This design comes from an exercise in tuning for small area, a short achievable clock period and few clock cycles on the open sky130 flow, not from production work.
In this exercise RTL edits were held to simulation tests only and were not proved equivalent to the original.

[flow/run.sh]
#!/bin/bash
# synth_recipe.tcl (not shown) runs the flow's synth.tcl, then flattens the netlist and writes it again
# the make line also repeats each setting of config.mk as NAME=value (left out here)
make -C /OpenROAD-flow-scripts/flow DESIGN_CONFIG=/design/flow/config.mk WORK_HOME=/design/flow/orfs CLKGATE_MAP_FILE= SYNTH_SCRIPT=/design/flow/synth_recipe.tcl finish
[flow/config.mk]
export PLATFORM = sky130hd
export DESIGN_NAME = cic_seed
export DESIGN_NICKNAME = cic_seed
export VERILOG_FILES = /design/flow/design.v
export SDC_FILE = /design/flow/constraint.sdc
export NUM_CORES = 4
export LEC_CHECK = 0
export CAP_MARGIN = 20
export CORE_MARGIN = 2
export CORE_UTILIZATION = 40
export SLEW_MARGIN = 20
[flow/constraint.sdc]
create_clock -name core_clock -period 5.0 [get_ports {clk}]
set_input_delay 1.0000 -clock core_clock [delete_from_list [all_inputs] [get_ports {clk}]]
set_output_delay 1.0000 -clock core_clock [all_outputs]
set_load 0.01 [all_outputs]
[flow/design.v]
module cic_seed (
    input  wire        clk,
    input  wire        rst,           
    input  wire        start,         
    input  wire [31:0] image_size,    
    output wire        ready,
    output reg         done,          
    output reg  [31:0] seed,
    output reg  [31:0] crc,
    output reg         img_req,
    output reg  [8:0]  img_addr,      
    input  wire        img_gnt,
    input  wire        img_rvalid,
    input  wire [63:0] img_rdata
);
    localparam [8:0] FIRST_WORD = 9'd8;     
    localparam [8:0] LAST_WORD  = 9'd511;   
    localparam [2:0] S_IDLE = 3'd0,
                     S_REQ  = 3'd1,
                     S_WAIT = 3'd2,
                     S_BYTE = 3'd3,
                     S_FIN  = 3'd4,
                     S_NONE = 3'd5;
    reg [2:0]  state;
    reg [31:0] c;           
    reg [63:0] word;        
    reg [2:0]  byte_idx;
    function [31:0] crc_byte;
        input [31:0] cin;
        input [7:0]  b;
        integer i;
        reg [31:0] t;
        begin
            t = cin ^ {24'd0, b};
            for (i = 0; i < 8; i = i + 1)
                t = t[0] ? ((t >> 1) ^ 32'hEDB88320) : (t >> 1);
            crc_byte = t;
        end
    endfunction
    function [31:0] seed_of;
        input [31:0] k;
        begin
            case (k)
                32'h6170A4A1: seed_of = 32'h00043F3F;    
                32'h90BB6CB5: seed_of = 32'h00003F3F;    
                32'h0B050EE0: seed_of = 32'h0000783F;    
                32'h98BC2C86: seed_of = 32'h0000913F;    
                32'hACC8580A: seed_of = 32'h0000853F;    
                default:      seed_of = 32'h00000000;
            endcase
        end
    endfunction
    wire [31:0] c_final = ~c;
    assign ready = (state == S_IDLE);
    always @(posedge clk) begin
        if (rst) begin
            state    <= S_IDLE;
            done     <= 1'b0;
            seed     <= 32'd0;
            crc      <= 32'd0;
            img_req  <= 1'b0;
            img_addr <= 9'd0;
            c        <= 32'd0;
            word     <= 64'd0;
            byte_idx <= 3'd0;
        end else begin
            done <= 1'b0;
            case (state)
                S_IDLE: begin
                    if (start) begin
                        if (image_size < 32'h00001000) begin
                            state <= S_NONE;
                        end else begin
                            c        <= 32'hFFFFFFFF;
                            img_addr <= FIRST_WORD;
                            img_req  <= 1'b1;
                            state    <= S_REQ;
                        end
                    end
                end
                S_REQ: begin
                    if (img_gnt) begin
                        img_req <= 1'b0;
                        state   <= S_WAIT;
                    end
                end
                S_WAIT: begin
                    if (img_rvalid) begin
                        word     <= img_rdata;
                        byte_idx <= 3'd0;
                        state    <= S_BYTE;
                    end
                end
                S_BYTE: begin
                    c        <= crc_byte(c, word[7:0]);
                    word     <= word >> 8;
                    byte_idx <= byte_idx + 3'd1;
                    if (byte_idx == 3'd7) begin
                        if (img_addr == LAST_WORD) begin
                            state <= S_FIN;
                        end else begin
                            img_addr <= img_addr + 9'd1;
                            img_req  <= 1'b1;
                            state    <= S_REQ;
                        end
                    end
                end
                S_FIN: begin
                    crc   <= c_final;
                    seed  <= seed_of(c_final);
                    done  <= 1'b1;
                    state <= S_IDLE;
                end
                S_NONE: begin
                    crc   <= 32'd0;
                    seed  <= 32'd0;
                    done  <= 1'b1;
                    state <= S_IDLE;
                end
                default: state <= S_IDLE;
            endcase
        end
    end
endmodule
==> flow_metrics.py, run 1 <==
metrics = {
    "timing": {
        "min_period_ns": 3.08,
        "final_max_slew_viol_count": 0,
        "setup_violations": 0,
        "tns_ns": 0,
        "timing.fmax_ghz": 0.325,
        "fin_skew_ns": 0.00823,
        "period_share": 0.616,
        "setup_slack_ns": 1.92,
        "rsz0062_at_grt": "false",
        "worstMarginPinSlew_ns": 0.962,
        "hold_viol": 0,
        "slew-limit-headroom": 0.357,
    },
    "run": {
        "drv_cap": 0,
    },
    "yosys": {
        "synth_cell_types": 53,
        "synthTopCellsByArea": "dfxtp_1, nor2_1, a222oi_1",
        "synthArstFlopShare": 0,
        "synth.cell_area_um2": 6940,
        "synth_edf_count": 0,
        "synth_top_cell_by_area": "dfxtp_1",
        "ys_ff_latch": 154,
        "synth.avg_cell_area_um2": 9.13,
        "synth.most_common_cell": "nor2_1",
        "yosys.area.top_type_share": 0.444,
        "synthFlopType": "dfxtp_1",
        "netlist_top_cells_count": "nor2_1, dfxtp_1, a222oi_1",
        "synth_warnings": 1,
        "ys_seq_area_frac": 0.444,
        "syn_inst": 760,
    },
    "clock_network": {
        "cts_setup_buffers": 0,
        "clock-sinks": 154,
        "cts_buffers": 17,
        "cts-root-buf": "clkbuf_16",
        "clk_latency_ns": 0.43,
        "clk_pin_slew_worst_paths_ns": 0.06,
        "ctsResizeCount": 0,
        "cts_hold_buf": 0,
        "cts-htree-levels": 4,
        "cts_tree": "done",
        "clockBufferDepth": 2,
    },
    "critical_path": {
        "cpMaxStageDelayCell": "clkdlybuf4s50_1",
        "timing.rr.end": "c[3]$_SDFFE_PP0P_",
        "worst-setup-path-type": "reg2out",
        "rr_startpoint": "state[0]$_SDFFE_PP0P_",
        "critPathMaxStageDelay_ns": 0.63,
        "path_buf_inv": 2,
        "setup.worst_path.end_class": "output pin",
        "critPathArrivalTime_ns": 2.08,
        "startpoint": "state[0]$_SDFFE_PP0P_",
        "cp-endpoint": "ready",
        "crit_fanout": 42,
        "cp_cell_sequence": "buf_4 > nor3_1 > clkdlybuf4s50_1",
        "cp_data_required_time_ns": 4.00,
        "r2r_slack_ns": 2.18,
        "cp_num_cells": 3,
        "r2r_cells": 8,
        "crit_family": "buffers and inverters",
        "start_kind": "flop",
    },
    "global_route": {
        "grt_usage": 0.208,
        "grt_max_degree": 71,
        "grt_overflow": 0,
        "grt_pass1_wl_mm": 30.0,
        "grt_pass1_vias": 5802,
        "antenna_found_initial": 0,
    },
    "min_path": {
        "hp-class": "reg2reg",
    },
    "detailed_routing": {
        "drcViolationCount": 0,
        "via_count": 6113,
        "ant_nets": 0,
        "wl_mm": 18.9,
        "drtPass1Iterations": 7,
        "wl_per_cell_um": 17.0,
        "drt_iter0_markers": 565,
        "vias_per_cell": 5.51,
    },
    "place": {
        "io_buffers": 147,
        "routabilityCongestion": 0.869,
        "dpl_worst_slack_ns": 1.93,
        "dp.cells": 1077,
        "hpwl_mm": 13.1,
    },
    "cells_and_area": {
        "multi_input_area_um2": 3550,
        "fin_util": 0.530,
        "regArea_um2": 3080,
        "drive_above_1_share": 0.0713,
        "syn2layout_area_growth_pct": 30.8,
        "stdcell_count": 1109,
        "n_antenna_cell": 0,
        "n_fill_cell": 1562,
        "final_nets": 976,
    },
    "die": {
        "core-area_um2": 17100,
        "dieWidth_um": 136,
        "ios": 177,
        "dieArea_um2": 18400,
        "die_h_um": 136,
        "rows": 48,
        "start_util": 0.405,
    },
    "outcome": {
        "outcome": "no timing/DRC/antenna violations",
    },
}
==> logic make-up (layout without fill, tap and decap cells) <==
group	Yosys count	after routing	synth area share
XOR/XNOR	73	73	0.112
AO/OA/AOI/OAI	172	172	0.201
other	1	17	0.000541
multiplexers	1	1	0.00144
buffers and inverters	81	189	0.0566
flip-flops	154	154	0.444
AND/OR/NAND/NOR	274	274	0.176
adder cells (fa/ha/maj)	4	4	0.00722
==> through the flow <==
step	hold slack (ns)	instance area [um2]
floorplan	0.464	7000
global placement	0.446	8450
detailed placement	0.448	8450
CTS	0.459	9070
global route	0.480	9070
finish	0.456	9070
==> layer usage <==
metal  up-vias  GRT usage  routed length [um]
met2       194      0.331                8860
met3        15     0.0550                1290
met4         0     0.0689                 228
met1      2938      0.273                8510
li1       2966          -                   -
met5         -          0                   0
==> worst min-delay path, delay by kind of cell, from the launching register on <==
| kind | cells | cell delay, ns |
|---|---|---|
| flops | 1 | 0.31 |
| simple gates | 1 | 0.05 |
| compound gates | 1 | 0.05 |
==> area by class of cell <==
cell class                      instances  area share
Clock buffer                           18      0.0484
Multi-Input combinational cell        541       0.392
Tap cell                              225      0.0310
Timing Repair Buffer                  155       0.169
Sequential cell                       154       0.340
Clock inverter                         14      0.0197
Inverter                                2    0.000827
==> layout by cell type (no fill, tap or decap), types with 3 or more instances in the layout <==
master | synthesis | final
nor4_1 | 8 | 8
conb_1 | 1 | 17
ha_1 | 4 | 4
nor3_1 | 7 | 7
a311oi_1 | 5 | 5
nand4_1 | 3 | 3
o22ai_1 | 16 | 16
clkdlybuf4s50_1 | 0 | 146
nand2_1 | 50 | 49
clkbuf_16 | 0 | 17
o21ai_0 | 6 | 6
nor4bb_1 | 4 | 4
xnor2_1 | 39 | 39
nor2_1 | 160 | 158
o31a_1 | 30 | 30
a222oi_1 | 56 | 56
nand3b_1 | 4 | 4
dfxtp_1 | 154 | 154
buf_4 | 23 | 9
nor2b_1 | 4 | 4
nand2b_1 | 6 | 6
nand3_1 | 12 | 12
inv_6 | 0 | 6
inv_8 | 0 | 3
a31oi_1 | 3 | 3
a21oi_1 | 19 | 18
a22oi_1 | 11 | 11
xnor2_2 | 7 | 7
or4_1 | 5 | 5
a211oi_1 | 15 | 15
xor2_1 | 21 | 21
==> state kept, by name (all words and copies together) (netlist names) <==
register / cells
crc: 32
done: 1
word: 64
seed: 9
state: 3
img_req: 1
byte_idx: 3
c: 32
img_addr: 9
==> worst min path at each step <==
stage | to | cells after the start | start
final | seed[15]$_SDFFE_PP0P_ | 2 | seed[15]$_SDFFE_PP0P_
after CTS | seed[15]$_SDFFE_PP0P_ | 2 | seed[15]$_SDFFE_PP0P_
after global placement | seed[15]$_SDFFE_PP0P_ | 2 | seed[15]$_SDFFE_PP0P_
after detailed placement | seed[15]$_SDFFE_PP0P_ | 2 | seed[15]$_SDFFE_PP0P_
after global routing | seed[15]$_SDFFE_PP0P_ | 2 | seed[15]$_SDFFE_PP0P_
after floorplan | word[56]$_SDFFE_PP0P_ | 2 | word[56]$_SDFFE_PP0P_
Testbench counts, summed over its fixed seeds: cycles 322,696.
==> inputs of run 2 (changes only) <==
==> flow/design.v (replaced) <==
module cic_seed (
    input  wire        clk,
    input  wire        rst,           
    input  wire        start,         
    input  wire [31:0] image_size,    
    output wire        ready,
    output reg         done,          
    output wire [31:0] seed,
    output wire [31:0] crc,
    output wire        img_req,
    output reg  [8:0]  img_addr,      
    input  wire        img_gnt,
    input  wire        img_rvalid,
    input  wire [63:0] img_rdata
);
    localparam [8:0] FIRST_WORD = 9'd8;     
    localparam [8:0] LAST_WORD  = 9'd511;   
    reg        busy;        
    reg        req_on;      
    reg [1:0]  outst;       
    reg [31:0] nc;          
    reg [4:0]  hit;         
    function [31:0] crc_word;
        input [31:0] cin;
        input [63:0] d;
        integer i;
        reg [31:0] t;
        begin
            t = cin;
            for (i = 0; i < 64; i = i + 1)
                t = (t[0] ^ d[i]) ? ((t >> 1) ^ 32'hEDB88320) : (t >> 1);
            crc_word = t;
        end
    endfunction
    wire take  = start & ~busy;
    wire grant = img_req & img_gnt;
    wire fin   = busy & ~req_on & (outst == 2'd0);
    assign ready   = ~busy;
    assign img_req = req_on & ~outst[1];
    assign crc     = nc;
    assign seed = {13'd0, hit[0], 2'd0,
                   hit[3] | hit[4],                       
                   hit[2],                                
                   hit[0] | hit[1] | hit[2],              
                   hit[0] | hit[1] | hit[2] | hit[3],     
                   hit[0] | hit[1] | hit[2],              
                   hit[0] | hit[1] | hit[4],              
                   hit[0] | hit[1],                       
                   hit[0] | hit[1] | hit[3] | hit[4],     
                   2'd0,
                   {6{|hit}}};
    always @(posedge clk) begin
        if (rst) begin
            busy   <= 1'b0;
            req_on <= 1'b0;
            outst  <= 2'd0;
            done   <= 1'b0;
        end else begin
            done <= fin;
            if (take) begin
                busy   <= 1'b1;
                req_on <= (image_size[31:12] != 20'd0);
            end else if (fin) begin
                busy   <= 1'b0;
            end
            if (grant && img_addr == LAST_WORD)
                req_on <= 1'b0;
            outst <= outst + {1'b0, grant} - {1'b0, img_rvalid};
        end
    end
    always @(posedge clk) begin
        if (take)
            img_addr <= FIRST_WORD;
        else if (grant)
            img_addr <= img_addr + 9'd1;
        if (take)
            nc <= 32'd0;
        else if (img_rvalid)
            nc <= ~crc_word(~nc, img_rdata);
        hit[0] <= (nc == 32'h6170A4A1);
        hit[1] <= (nc == 32'h90BB6CB5);
        hit[2] <= (nc == 32'h0B050EE0);
        hit[3] <= (nc == 32'h98BC2C86);
        hit[4] <= (nc == 32'hACC8580A);
    end
endmodule
==> flow_metrics.py, run 2 <==
metrics = {
    "min_path": {
        "hp-class": "reg2reg",
    },
    "timing": {
        "setup_violations": 32,
        "worstMarginPinSlew_ns": 0.616,
        "holdWs_ns": 0.479,
        "timing.fmax_ghz": 0.159,
        "final_max_slew_viol_count": 0,
        "rsz0062_at_grt": "true",
        "slew-limit-headroom": 0.589,
        "period_share": 1.26,
        "min_period_ns": 6.28,
        "setup_slack_ns": -1.28,
        "hold_viol": 0,
        "fin_skew_ns": 0.00798,
        "tns_ns": -34.10,
    },
    "die": {
        "start_util": 0.405,
        "dieWidth_um": 155,
        "core-area_um2": 22500,
        "ios": 177,
        "dieArea_um2": 24000,
        "rows": 55,
        "die_h_um": 155,
    },
    "run": {
        "drv_cap": 0,
    },
    "critical_path": {
        "crit_fanout": 4,
        "setup.worst_path.end_class": "flop",
        "critPathArrivalTime_ns": 6.51,
        "r2r_slack_ns": -1.19,
        "cp_data_required_time_ns": 5.23,
        "start_kind": "primary input",
        "worst-setup-path-type": "in2reg",
    },
    "outcome": {
        "check-failures": "setup timing",
        "outcome": "finished with violations",
    },
    "yosys": {
        "synth_cell_types": 41,
        "synth.most_common_cell": "xnor2_1",
        "yosys.area.top_type_share": 0.271,
        "synth.cell_area_um2": 9120,
        "ys_ff_latch": 51,
        "ys_seq_area_frac": 0.112,
        "netlist_top_cells_count": "xnor2_1, xnor3_1, xor2_1",
        "synthTopCellsByArea": "xnor2_1, xnor3_1, dfxtp_1",
        "synth.avg_cell_area_um2": 11.4,
        "synth_top_cell_by_area": "xnor2_1",
        "syn_inst": 800,
        "synthFlopType": "dfxtp_1",
        "synthArstFlopShare": 0,
        "synth_edf_count": 0,
        "synth_warnings": 1,
    },
    "place": {
        "dp.cells": 1555,
        "routabilityCongestion": 0.881,
        "place_area_um2": 14000,
        "hpwl_mm": 27.0,
        "io_buffers": 147,
    },
    "clock_network": {
        "cts-root-buf": "clkbuf_16",
        "clock-sinks": 51,
        "cts_buffers": 5,
        "cts_tree": "done",
        "clockBufferDepth": 2,
        "cts-htree-levels": 2,
        "clk_pin_slew_worst_paths_ns": 0.07,
        "cts_hold_buf": 0,
        "clk_latency_ns": 0.30,
    },
    "detailed_routing": {
        "routed-wl-met2_mm": 20.2,
        "wl_mm": 40.6,
        "drtPass1Iterations": 5,
        "wl_per_cell_um": 23.4,
        "wl_met1_mm": 16.2,
        "ant_nets": 0,
        "top_layer": "met4",
        "vias_per_cell": 5.08,
        "drcViolationCount": 0,
        "drt_iter0_markers": 601,
        "wl_met3_mm": 2.40,
        "via_count": 8802,
    },
    "cells_and_area": {
        "reg_top3": "nc (32), img_addr (9), hit (5)",
        "regArea_um2": 1020,
        "n_fill_cell": 1238,
        "drive_above_1_share": 0.565,
        "top_register": "nc",
        "layout_commonest_cell": "buf_4",
        "largest_reg_flops": 32,
        "syn2layout_area_growth_pct": 93.4,
        "final_nets": 1551,
        "most-common-layout-cells": "buf_4, xnor2_1, clkdlybuf4s50_1",
        "fin_area_um2": 17600,
        "multi_input_area_um2": 10300,
        "stdcell_count": 1732,
    },
    "global_route": {
        "grt_max_degree": 45,
        "antenna_found_initial": 1,
        "grt_pass1_wl_mm": 52.6,
        "grt_overflow": 0,
        "grt_pass1_vias": 8623,
        "grt_usage": 0.294,
    },
}
-- run 2: cell types whose count changed in the layout (fill, tap and decap cells not counted), moves of 38 or more --
cell      delta
buf_4      +406
nor2_1     -114
xnor2_1    +110
dfxtp_1    -103
buf_6       +86
xnor2_2     +80
xnor2_4     +67
xnor3_2     +63
a222oi_1    -56
xnor3_1     +51
nand2_1     -38
-- run 2: worst paths after layout --
path	start	to	depth (start not counted)
setup reg to reg	nc[3]$_SDFFE_PP0P_	nc[27]$_SDFFE_PP0P_	24
setup / recovery	img_rdata[7]	nc[27]$_SDFFE_PP0P_	26
hold reg to reg	img_addr[8]$_SDFFE_PP0P_	img_addr[8]$_SDFFE_PP0P_	2
hold / removal	img_addr[8]$_SDFFE_PP0P_	img_addr[8]$_SDFFE_PP0P_	2
-- run 2: layout make-up --
type	count	share of cell area
multi-input combinational	722	0.584
tap	285	0.0202
clock buffer	5	0.00710
inverter	7	0.00149
timing repair buffer	659	0.329
sequential	51	0.0579
antenna	1	0.000142
clock inverter	2	0.000781
-- run 2: cell families after synthesis --
logic type,share of synthesized area
other cells,0.000411
buf+inv,0.0280
flops,0.112
compound gates,0.0125
xor+xnor,0.747
fa+ha+maj,0.00549
simple gates,0.0693
mux,0.0254
-- run 2: repair_timing --
action | in CTS | in global routing
pin swaps | 158 | 99
gates resized for setup | 273 | 138
setup endpoints to repair | 32 | 32
buffers inserted | 130 | 61
-- run 2: routing by layer --
| layer | vias to the layer above | track usage |
|---|---|---|
| li1 | 3886 | - |
| met1 | 4387 | 0.408 |
| met2 | 413 | 0.509 |
| met3 | 116 | 0.0212 |
| met4 | 0 | 0.0631 |
| met5 | - | 0 |
-- run 2: metrics by stage --
stage / util / setup WS [ns]
global route: 0.784 / -1.43
CTS: 0.733 / -1.08
floorplan: - / -1.13
detailed placement: 0.620 / -1.82
finish: 0.784 / -1.28
global placement: 0.620 / -1.80
-- run 2: critical path, cell delays in order --
cell	delay, ns
dlygate4sd2_1	0.27
xnor2_2	0.28
buf_6	0.18
xnor2_1	0.07
buf_4	0.15
buf_12	0.13
xnor2_2	0.19
xnor3_2	0.45
xor2_4	0.22
buf_6	0.13
buf_4	0.14
xor2_4	0.19
buf_4	0.16
xnor2_4	0.14
buf_4	0.14
xnor2_1	0.19
xor2_1	0.31
xnor3_2	0.43
xor3_2	0.57
buf_12	0.15
xor2_4	0.24
xnor2_2	0.18
buf_4	0.16
xor2_1	0.17
mux2i_1	0.10
nor2_1	0.14
Testbench counts of run 2, summed over its fixed seeds: cycles 32,456.

## static timing again, ports no longer ideal
No port has a modelled driver above. Below, the same layouts with a new extraction and two added sets of constraints.
Step 1 (the two cells are an assumption about what drives the block):
set clk [get_ports {clk}]
set_driving_cell -lib_cell sky130_fd_sc_hd__clkbuf_16 $clk
set_driving_cell -lib_cell sky130_fd_sc_hd__buf_2 [delete_from_list [all_inputs] $clk]
Step 2 adds t to the input delays and takes it off the output delays; t is the mean of the earliest and latest rising clock arrival at the registers after step 1. Input paths then give back, and output paths get back, about the clock's delay inside the block.
Three values: ideal, step 1, step 2; two values: the first two.
| run | t (ns) | slack for setup (ns) | worst hold slack (ns) | worst slew at a driven data input, ns |
|---|---|---|---|---|
| run 1 | 0.464 | 1.921 / 1.879 / 1.914 | 0.456 / 0.456 / 0.456 | 0.06 |
| run 2 | 0.328 | -1.280 / -1.291 / -1.619 | 0.479 / 0.479 / 0.479 | 0.08 |
The setup slack of run 2, which loses most, moves by -0.011 ns with the drivers and by -0.339 ns with both steps.
